Background: an optimization exercise with open tools, aiming at small area, a short achievable clock period and few clock cycles. Do not read the settings as production practice.
Function was checked by simulation only, so behaviour that the tests miss may differ from the original.
No activity file was given, so power comes from the tool's default toggle rates.

[flow/design.v]
module mipt_fpu_unpack (
    input  wire [63:0]        x,
    output wire               s,
    output reg  signed [13:0] e,
    output reg  [52:0]        m,
    output wire               is_nan,
    output wire               is_inf,
    output wire               is_zero
);
    wire [10:0] ef = x[62:52];
    wire [51:0] f  = x[51:0];
    wire [52:0] m53 = {ef != 11'd0, f};
    assign s       = x[63];
    assign is_nan  = (ef == 11'h7ff) && (f != 52'd0);
    assign is_inf  = (ef == 11'h7ff) && (f == 52'd0);
    assign is_zero = (ef == 11'd0) && (f == 52'd0);
    integer i;
    reg [5:0] lz;
    always @* begin
        lz = 6'd0;
        for (i = 0; i <= 52; i = i + 1)
            if (m53[i]) lz = 6'd52 - i[5:0];
        if (ef != 11'd0) begin
            m = m53;
            e = {3'b000, ef};
        end else begin
            m = m53 << lz;
            e = 14'sd1 - $signed({8'd0, lz});
        end
    end
endmodule
module mipt_fpu_round (
    input  wire               s,
    input  wire signed [13:0] e,
    input  wire [55:0]        m,
    input  wire               stk,
    output reg  [63:0]        y
);
    reg [13:0] sh;
    reg [55:0] ms;
    reg        lost;
    reg [62:0] body;
    reg        rbit, sbit, inc;
    always @* begin
        sh   = 14'd0;
        ms   = m;
        lost = 1'b0;
        if (e >= 14'sd1) begin
            body = {e[10:0], m[54:3]};
            rbit = m[2];
            sbit = (|m[1:0]) | stk;
        end else begin
            sh = 14'sd1 - e;
            if (sh > 14'd60) begin
                ms   = 56'd0;
                lost = |m;
            end else begin
                ms   = m >> sh[5:0];
                lost = ((ms << sh[5:0]) != m);
            end
            body = {11'd0, ms[54:3]};
            rbit = ms[2];
            sbit = (|ms[1:0]) | lost | stk;
        end
        inc = rbit & (sbit | body[0]);
        if (e >= 14'sd2047)
            y = {s, 11'h7ff, 52'd0};
        else
            y = {s, body + {62'd0, inc}};
    end
endmodule
module mipt_fpu (
    input  wire        clk,
    input  wire        rst,
    input  wire        start,
    input  wire [3:0]  op,
    input  wire [63:0] a,
    input  wire [63:0] b,
    output reg         done,
    output reg  [63:0] result
);
    localparam [3:0] OP_ADD  = 4'h4, OP_SUB  = 4'h5, OP_MUL = 4'h6, OP_DIV = 4'h7,
                     OP_SQRT = 4'hA, OP_PW2  = 4'hB, OP_PW1 = 4'hC, OP_ABS = 4'hD;
    localparam [63:0] QNAN = 64'h7ff8_0000_0000_0000;
    localparam [63:0] ONE  = 64'h3ff0_0000_0000_0000;
    localparam [2:0] S_IDLE = 3'd0, S_EXEC = 3'd1, S_ITER = 3'd2,
                     S_FIN  = 3'd3, S_ROUND = 3'd4;
    reg [2:0] state;
    reg [3:0] op_r;
    wire [63:0] x_in = (op == OP_PW2) ? a : (op == OP_PW1) ? ONE : b;
    wire [63:0] y_in = a;
    wire              xs_u, ys_u, xnan_u, ynan_u, xinf_u, yinf_u, xz_u, yz_u;
    wire signed [13:0] xe_u, ye_u;
    wire [52:0]       xm_u, ym_u;
    mipt_fpu_unpack ux (.x(x_in), .s(xs_u), .e(xe_u), .m(xm_u),
                        .is_nan(xnan_u), .is_inf(xinf_u), .is_zero(xz_u));
    mipt_fpu_unpack uy (.x(y_in), .s(ys_u), .e(ye_u), .m(ym_u),
                        .is_nan(ynan_u), .is_inf(yinf_u), .is_zero(yz_u));
    reg [63:0]        xr, yr;
    reg               xs, ys, xnan, ynan, xinf, yinf, xz, yz;
    reg signed [13:0] xe, ye;
    reg [52:0]        xm, ym;
    wire ys_eff = ys ^ (op_r == OP_SUB);
    reg        spec;
    reg [63:0] spec_res;
    always @* begin
        spec = 1'b1;
        spec_res = QNAN;
        case (op_r)
            OP_ADD, OP_SUB: begin
                if (xnan || ynan)                      spec_res = QNAN;
                else if (xinf && yinf && xs != ys_eff) spec_res = QNAN;
                else if (xinf)                         spec_res = {xs, 11'h7ff, 52'd0};
                else if (yinf)                         spec_res = {ys_eff, 11'h7ff, 52'd0};
                else if (xz && yz)                     spec_res = {xs & ys_eff, 63'd0};
                else if (xz)                           spec_res = {ys_eff, yr[62:0]};
                else if (yz)                           spec_res = xr;
                else                                   spec = 1'b0;
            end
            OP_MUL, OP_PW2: begin
                if (xnan || ynan || (xinf && yz) || (xz && yinf)) spec_res = QNAN;
                else if (xinf || yinf)                 spec_res = {xs ^ ys, 11'h7ff, 52'd0};
                else if (xz || yz)                     spec_res = {xs ^ ys, 63'd0};
                else                                   spec = 1'b0;
            end
            OP_DIV, OP_PW1: begin
                if (xnan || ynan || (xz && yz) || (xinf && yinf)) spec_res = QNAN;
                else if (xinf || yz)                   spec_res = {xs ^ ys, 11'h7ff, 52'd0};
                else if (yinf || xz)                   spec_res = {xs ^ ys, 63'd0};
                else                                   spec = 1'b0;
            end
            OP_SQRT: begin
                if (ynan)                              spec_res = QNAN;
                else if (yz)                           spec_res = yr;
                else if (ys)                           spec_res = QNAN;
                else if (yinf)                         spec_res = {1'b0, 11'h7ff, 52'd0};
                else                                   spec = 1'b0;
            end
            OP_ABS:                                    spec_res = {1'b0, yr[62:0]};
            default:                                   spec_res = QNAN;
        endcase
    end
    wire x_big = (xe > ye) || ((xe == ye) && (xm >= ym));
    wire              big_s = x_big ? xs : ys_eff;
    wire              sml_s = x_big ? ys_eff : xs;
    wire signed [13:0] big_e = x_big ? xe : ye;
    wire signed [13:0] sml_e = x_big ? ye : xe;
    wire [55:0]       big_x = {(x_big ? xm : ym), 3'b000};
    wire [55:0]       sml_x = {(x_big ? ym : xm), 3'b000};
    wire [13:0]       dexp  = big_e - sml_e;
    wire [5:0]        ash   = (dexp > 14'd63) ? 6'd63 : dexp[5:0];
    wire [55:0]       sml_sh = sml_x >> ash;
    wire              sml_lost = ((sml_sh << ash) != sml_x);
    wire [55:0]       sml_al = {sml_sh[55:1], sml_sh[0] | sml_lost};
    wire              eff_sub = (big_s != sml_s);
    wire [56:0]       asum = eff_sub ? ({1'b0, big_x} - {1'b0, sml_al})
                                     : ({1'b0, big_x} + {1'b0, sml_al});
    integer k;
    reg [5:0] alz;
    always @* begin
        alz = 6'd0;
        for (k = 0; k <= 55; k = k + 1)
            if (asum[k]) alz = 6'd55 - k[5:0];
    end
    reg signed [13:0] add_e;
    reg [55:0]        add_m;
    always @* begin
        if (asum[56]) begin
            add_m = {asum[56:2], asum[1] | asum[0]};
            add_e = big_e + 14'sd1;
        end else begin
            add_m = asum[55:0] << alz;
            add_e = big_e - $signed({8'd0, alz});
        end
    end
    reg [5:0]   cnt;
    reg [5:0]   last;
    reg [105:0] prod;      
    reg [54:0]  rem;       
    reg [56:0]  quo;       
    reg [111:0] rad;       
    reg [59:0]  srem;      
    reg [55:0]  root;      
    wire [53:0] mul_sum = {1'b0, prod[105:53]} + (prod[0] ? {1'b0, xm} : 54'd0);
    wire        div_ge  = (rem >= {2'b00, ym});
    wire [54:0] div_sub = rem - {2'b00, ym};
    wire [61:0] sq_r2   = {srem, rad[111:110]};
    wire [61:0] sq_tr   = {4'd0, root, 2'b01};
    wire        sq_ge   = (sq_r2 >= sq_tr);
    wire signed [13:0] ye_unb  = ye - 14'sd1023;
    wire               ye_odd  = ye_unb[0];
    wire signed [13:0] ye_even = ye_unb - {13'd0, ye_odd};
    reg               rs;
    reg signed [13:0] re;
    reg [55:0]        rm;
    reg               rstk;
    wire [63:0]       rounded;
    mipt_fpu_round urnd (.s(rs), .e(re), .m(rm), .stk(rstk), .y(rounded));
    always @(posedge clk) begin
        if (rst) begin
            state  <= S_IDLE;
            done   <= 1'b0;
        end else begin
            done <= 1'b0;
            case (state)
                S_IDLE: begin
                    if (start) begin
                        op_r <= op;
                        xr <= x_in;   yr <= y_in;
                        xs <= xs_u;   ys <= ys_u;
                        xe <= xe_u;   ye <= ye_u;
                        xm <= xm_u;   ym <= ym_u;
                        xnan <= xnan_u; ynan <= ynan_u;
                        xinf <= xinf_u; yinf <= yinf_u;
                        xz <= xz_u;     yz <= yz_u;
                        state <= S_EXEC;
                    end
                end
                S_EXEC: begin
                    cnt <= 6'd0;
                    if (spec) begin
                        result <= spec_res;
                        done   <= 1'b1;
                        state  <= S_IDLE;
                    end else begin
                        case (op_r)
                            OP_ADD, OP_SUB: begin
                                if (eff_sub && asum == 57'd0) begin
                                    result <= 64'd0;
                                    done   <= 1'b1;
                                    state  <= S_IDLE;
                                end else begin
                                    rs    <= big_s;
                                    re    <= add_e;
                                    rm    <= add_m;
                                    rstk  <= 1'b0;
                                    state <= S_ROUND;
                                end
                            end
                            OP_MUL, OP_PW2: begin
                                prod  <= {53'd0, ym};
                                rs    <= xs ^ ys;
                                re    <= xe + ye - 14'sd1023;
                                last  <= 6'd52;
                                state <= S_ITER;
                            end
                            OP_DIV, OP_PW1: begin
                                rem   <= {2'b00, xm};
                                quo   <= 57'd0;
                                rs    <= xs ^ ys;
                                re    <= xe - ye + 14'sd1023;
                                last  <= 6'd56;
                                state <= S_ITER;
                            end
                            default: begin  
                                rad   <= ye_odd ? {ym, 59'd0} : {1'b0, ym, 58'd0};
                                srem  <= 60'd0;
                                root  <= 56'd0;
                                rs    <= 1'b0;
                                re    <= (ye_even >>> 1) + 14'sd1023;
                                last  <= 6'd55;
                                state <= S_ITER;
                            end
                        endcase
                    end
                end
                S_ITER: begin
                    cnt <= cnt + 6'd1;
                    if (cnt == last) state <= S_FIN;
                    case (op_r)
                        OP_MUL, OP_PW2: prod <= {mul_sum, prod[52:1]};
                        OP_DIV, OP_PW1: begin
                            quo <= {quo[55:0], div_ge};
                            rem <= div_ge ? {div_sub[53:0], 1'b0} : {rem[53:0], 1'b0};
                        end
                        default: begin
                            rad  <= {rad[109:0], 2'b00};
                            srem <= sq_ge ? (sq_r2 - sq_tr) : sq_r2;
                            root <= {root[54:0], sq_ge};
                        end
                    endcase
                end
                S_FIN: begin
                    state <= S_ROUND;
                    case (op_r)
                        OP_MUL, OP_PW2: begin
                            if (prod[105]) begin
                                rm   <= prod[105:50];
                                rstk <= |prod[49:0];
                                re   <= re + 14'sd1;
                            end else begin
                                rm   <= prod[104:49];
                                rstk <= |prod[48:0];
                            end
                        end
                        OP_DIV, OP_PW1: begin
                            if (quo[56]) begin
                                rm   <= quo[56:1];
                                rstk <= quo[0] | (rem != 55'd0);
                            end else begin
                                rm   <= quo[55:0];
                                rstk <= (rem != 55'd0);
                                re   <= re - 14'sd1;
                            end
                        end
                        default: begin
                            rm   <= root;
                            rstk <= (srem != 60'd0);
                        end
                    endcase
                end
                S_ROUND: begin
                    result <= rounded;
                    done   <= 1'b1;
                    state  <= S_IDLE;
                end
                default: state <= S_IDLE;
            endcase
        end
    end
endmodule
[flow/run.sh]
#!/bin/bash
# synth_recipe.tcl (not shown) runs the flow's synth.tcl, then flattens the netlist and writes it again
# the make line also repeats each setting of config.mk as NAME=value (left out here)
make -C /OpenROAD-flow-scripts/flow DESIGN_CONFIG=/design/flow/config.mk WORK_HOME=/design/flow/orfs CLKGATE_MAP_FILE= SYNTH_SCRIPT=/design/flow/synth_recipe.tcl finish
[flow/config.mk]
export PLATFORM = sky130hd
export DESIGN_NAME = mipt_fpu
export DESIGN_NICKNAME = mipt_fpu
export VERILOG_FILES = /design/flow/design.v
export SDC_FILE = /design/flow/constraint.sdc
export NUM_CORES = 4
export LEC_CHECK = 0
export CAP_MARGIN = 20
export CORE_MARGIN = 2
export CORE_UTILIZATION = 40
export PLACE_DENSITY = 0.6
export SLEW_MARGIN = 20
[flow/constraint.sdc]
create_clock -name core_clock -period 22.0 [get_ports {clk}]
set_input_delay 4.4000 -clock core_clock [delete_from_list [all_inputs] [get_ports {clk}]]
set_output_delay 4.4000 -clock core_clock [all_outputs]
set_load 0.01 [all_outputs]
==> results.cfg <==
[setup_path]
slowest_stage = a2111oi_0
cpMostUsedCell = buf_4
slowest_delay_ns = 1.03
cp-end-kind = register
arrival_ns = 20.21
worstReg2RegStart = ye[6]$_DFFE_PP_
cp_max_fo = 59
crit_start = ye[6]$_DFFE_PP_
crit_path_start_kind = register
cp.required_ns = 22.42
path_class = reg -> reg

[synthesis]
synth_nets = 11839
ys.flop_type = edfxtp_1
synth_warnings = 3
synthArstFlopShare_pct = 0
synth_seq_area_share_pct = 27.31
synth_top_family_by_area = compound AO/OA/AOI/OAI gates
synth_area_um2 = 88370
synth-compound-area-share_pct = 27.79
synth_seq_cells = 805
synthCells = 11320
ys_types = 132
synth_edf_count = 801
yosys.area_share.simple_pct = 21.36
synth-xor-area-share_pct = 2.932
synth_mux_area_share_pct = 9.349
synth_adder_area_share_pct = 5.488
synth.avg_cell_area_um2 = 7.807

[cts]
clock_latency_ns = 0.80
cts_tree = built
ctsHoldBuffers = 0
numCtsBuffers = 93
root_buffer = clkbuf_16
clockBufferDepth = 3
htree_num_levels = 3
ctsResizeCount = 0
cts_setup_buffers = 0
clock_sinks = 805
clk_pin_slew_ns = 0.06

[floorplan]
fp.dieW_um = 474.0
boundaryPins = 200
die_h_um = 474.0
die_area_um2 = 224700
core_um2 = 219700
rows = 172
initial_core_util_pct = 40.22

[timing]
setup_viol = 0
finalCritPeriodShare_pct = 89.99
rsz0062_at_grt = false
setup_tns_ns = 0
max_freq_mhz = 50.51
finalHoldViolCount = 0
final_max_slew_viol_count = 0
slew-limit-headroom_pct = 8.047
hold_ws_ns = 0.5263
tightestPinTransition_ns = 1.370
finClkSkew_ns = 0.08566
period_needed_ns = 19.80

[pwr]
power.leakage_nw = 37.87
p_per_area_nw_per_um2 = 61.26
vdd_drop_max_v = 0.00006475
power_w = 0.006069

[place]
gp_congestion = 1.137
place_hpwl_um = 430100
placed_cells = 14220
placed_area_um2 = 95690
numPortBuffers = 199

[global_route]
grt_pass1_wl_um = 755800
antenna_found_initial = 61
grtUsageTotal_pct = 47.43
grt_max_degree = 112
grt.overflow.total = 0
grt_pass1_vias = 93248

[layout]
fin_area_um2 = 99060
drive_above_1_share_pct = 9.603
area_delta_synth_final_pct = 12.09
stdcell_count = 14427
nets = 11882

[route]
drc = 0
avgViaCountPerCell = 7.081
wl_per_cell_um = 38.39
routed_wl_um = 553900
ant_nets = 0
num_vias = 102164
drtIter0Drc = 17417
dr.pass1.iters = 10

[flow_run]
cap_violations = 0

[status]
status = finished clean

[hold_path]
worst_hold_startpoint = rad[104]$_DFFE_PP_
hold_class = reg -> reg
==> worst max-delay path: cells and delay by family, from the launching register on <==
kind                       cells  cell delay, ns
muxes                          2            0.78
xor gates and xnor gates       1            0.62
AOI/OAI and AO/OA             27            8.95
DFF                            1            0.44
adders and majority gates      3            1.08
buffers and inverters         10            2.24
and+or+nand+nor               16            5.11
==> registers in the layout, indices dropped and copies added (netlist names), 4 cells and up <==
signal / count
rm: 56
rad: 54
xr: 64
root: 56
re: 14
yr: 64
op_r: 4
xe: 12
rem: 55
xm: 53
ye: 12
quo: 57
srem: 60
prod: 106
result: 64
ym: 53
cnt: 6
==> routing by layer <==
| metal | vias to the layer above | part of all wire [%] | global-route usage [%] |
|---|---|---|---|
| met2 | 7926 | 40 | 67.60 |
| met1 | 49467 | 37 | 59.19 |
| li1 | 42776 | - | - |
| met4 | 60 | 9.0 | 33.38 |
| met3 | 1935 | 13 | 16.81 |
| met5 | - | 0.10 | 0.6057 |
==> final timing paths <==
check                       endpoint  slack (ns)  depth (start not counted)
setup reg to reg    rm[38]$_DFFE_PP_        2.20                         59
hold reg to reg   rad[106]$_DFFE_PP_        0.53                          2
hold / removal    rad[106]$_DFFE_PP_        0.53                          2
setup / recovery    rm[38]$_DFFE_PP_        2.20                         59
==> kinds of logic (layout without fill, tap and decap cells) <==
kind of cell,count (synthesis),in the layout
and+or+nand+nor,4048,4048
muxes,753,753
xor gates and xnor gates,295,295
buffers and inverters,1270,1384
DFF,805,805
adders and majority gates,384,384
other,0,35
AOI/OAI and AO/OA,3765,3765
==> cell usage in the layout (no fill, tap or decap), types with 97 or more instances in the layout <==
cell type,n
o21ai_0,791
inv_1,476
nor2_1,1185
a31oi_1,121
a22oi_1,138
and3_1,97
mux2i_1,632
nor3_1,338
ha_1,374
xnor2_1,193
edfxtp_1,801
clkdlybuf4s50_1,199
nand2_1,1209
and2_1,175
a21o_1,136
nand4_1,165
o22ai_1,210
o211ai_1,150
a211oi_1,148
a21oi_1,959
nand3_1,281
buf_4,511
nor4_1,134
==> power breakdown <==
| group | internal, W | switching (W) | leakage (nW) |
|---|---|---|---|
| combinational | 0.000745 | 0.00187 | 28.9 |
| clock | 0.000916 | 0.000724 | 1.50 |
| sequential | 0.00175 | 0.0000596 | 7.51 |
==> area by class of cell <==
cell class,count,area (um^2)
Antenna cell,35,87.58
Clock buffer,105,2372
Clock inverter,61,772.0
Fill cell,21834,120700
Inverter,492,1852
Multi-Input combinational cell,9245,60030
Sequential cell,805,24130
Tap cell,2958,3701
Timing Repair Buffer,726,6115
==> synth_stat cells (56+ instances only) <==
cell	instances	area [um^2]
o21bai_1	71	533.0
ha_1	378	4730
buf_2	79	395.4
mux2_2	67	754.5
o221ai_1	95	832.1
a221oi_1	68	595.6
a22oi_1	138	1036
nor3_1	355	1777
or3_1	69	431.7
nor2b_1	58	362.9
and3_1	98	613.1
edfxtp_1	801	24050
a21oi_1	973	4870
nand2b_1	84	525.5
or2_2	56	350.3
nor2_1	1195	4486
buf_1	128	480.5
a211oi_1	151	1134
nand2_1	1216	4564
o31ai_1	83	623.1
xor2_1	91	797.0
clkbuf_1	527	1978
and2_1	175	1095
nand4_1	165	1032
o211ai_1	150	1126
a31oi_1	122	763.2
a21o_1	137	1028
o22ai_1	210	1314
nand3_1	288	1441
nor4_1	141	882.1
inv_1	479	1798
o21ai_0	836	4184
o21ai_1	59	295.3
mux2i_1	633	6336
xnor2_1	203	1778
==> through the flow <==
step / worst slack, ns / utilization, %
after detailed placement: 3.319 / 43.55
final: 2.202 / 45.08
after global placement: 2.525 / 43.50
after CTS: 3.256 / 44.98
after floorplan: 2.049 / -
after global routing: 1.871 / 45.05
Testbench counts, summed over its fixed seeds: cycles 179,921.

==> what the ideal ports hide <==
In the flow no input, the clock included, has a driving cell. The finished layout below was timed again as built, in two steps.
Step 1: set_driving_cell puts a clkbuf_16 on clk and a buf_2 on each other input, an assumption about the parent block.
Step 2 moves the port delays by t, midway between the first and last clock arrival at a register: inputs arrive t later, outputs are due t later. That takes back most of the time a late clock gives input paths.
a / b / c = no drivers / after step 1 / after step 2; a / b = the first two.
t (ns): 0.859
setup WS [ns]: 2.202 / 2.202 / 2.202
pins driven straight from the clock port: 1
After both steps setup and hold are still met in this run. The setup slack of this run moves by 0.000 ns with the drivers and by 0.000 ns with both steps.
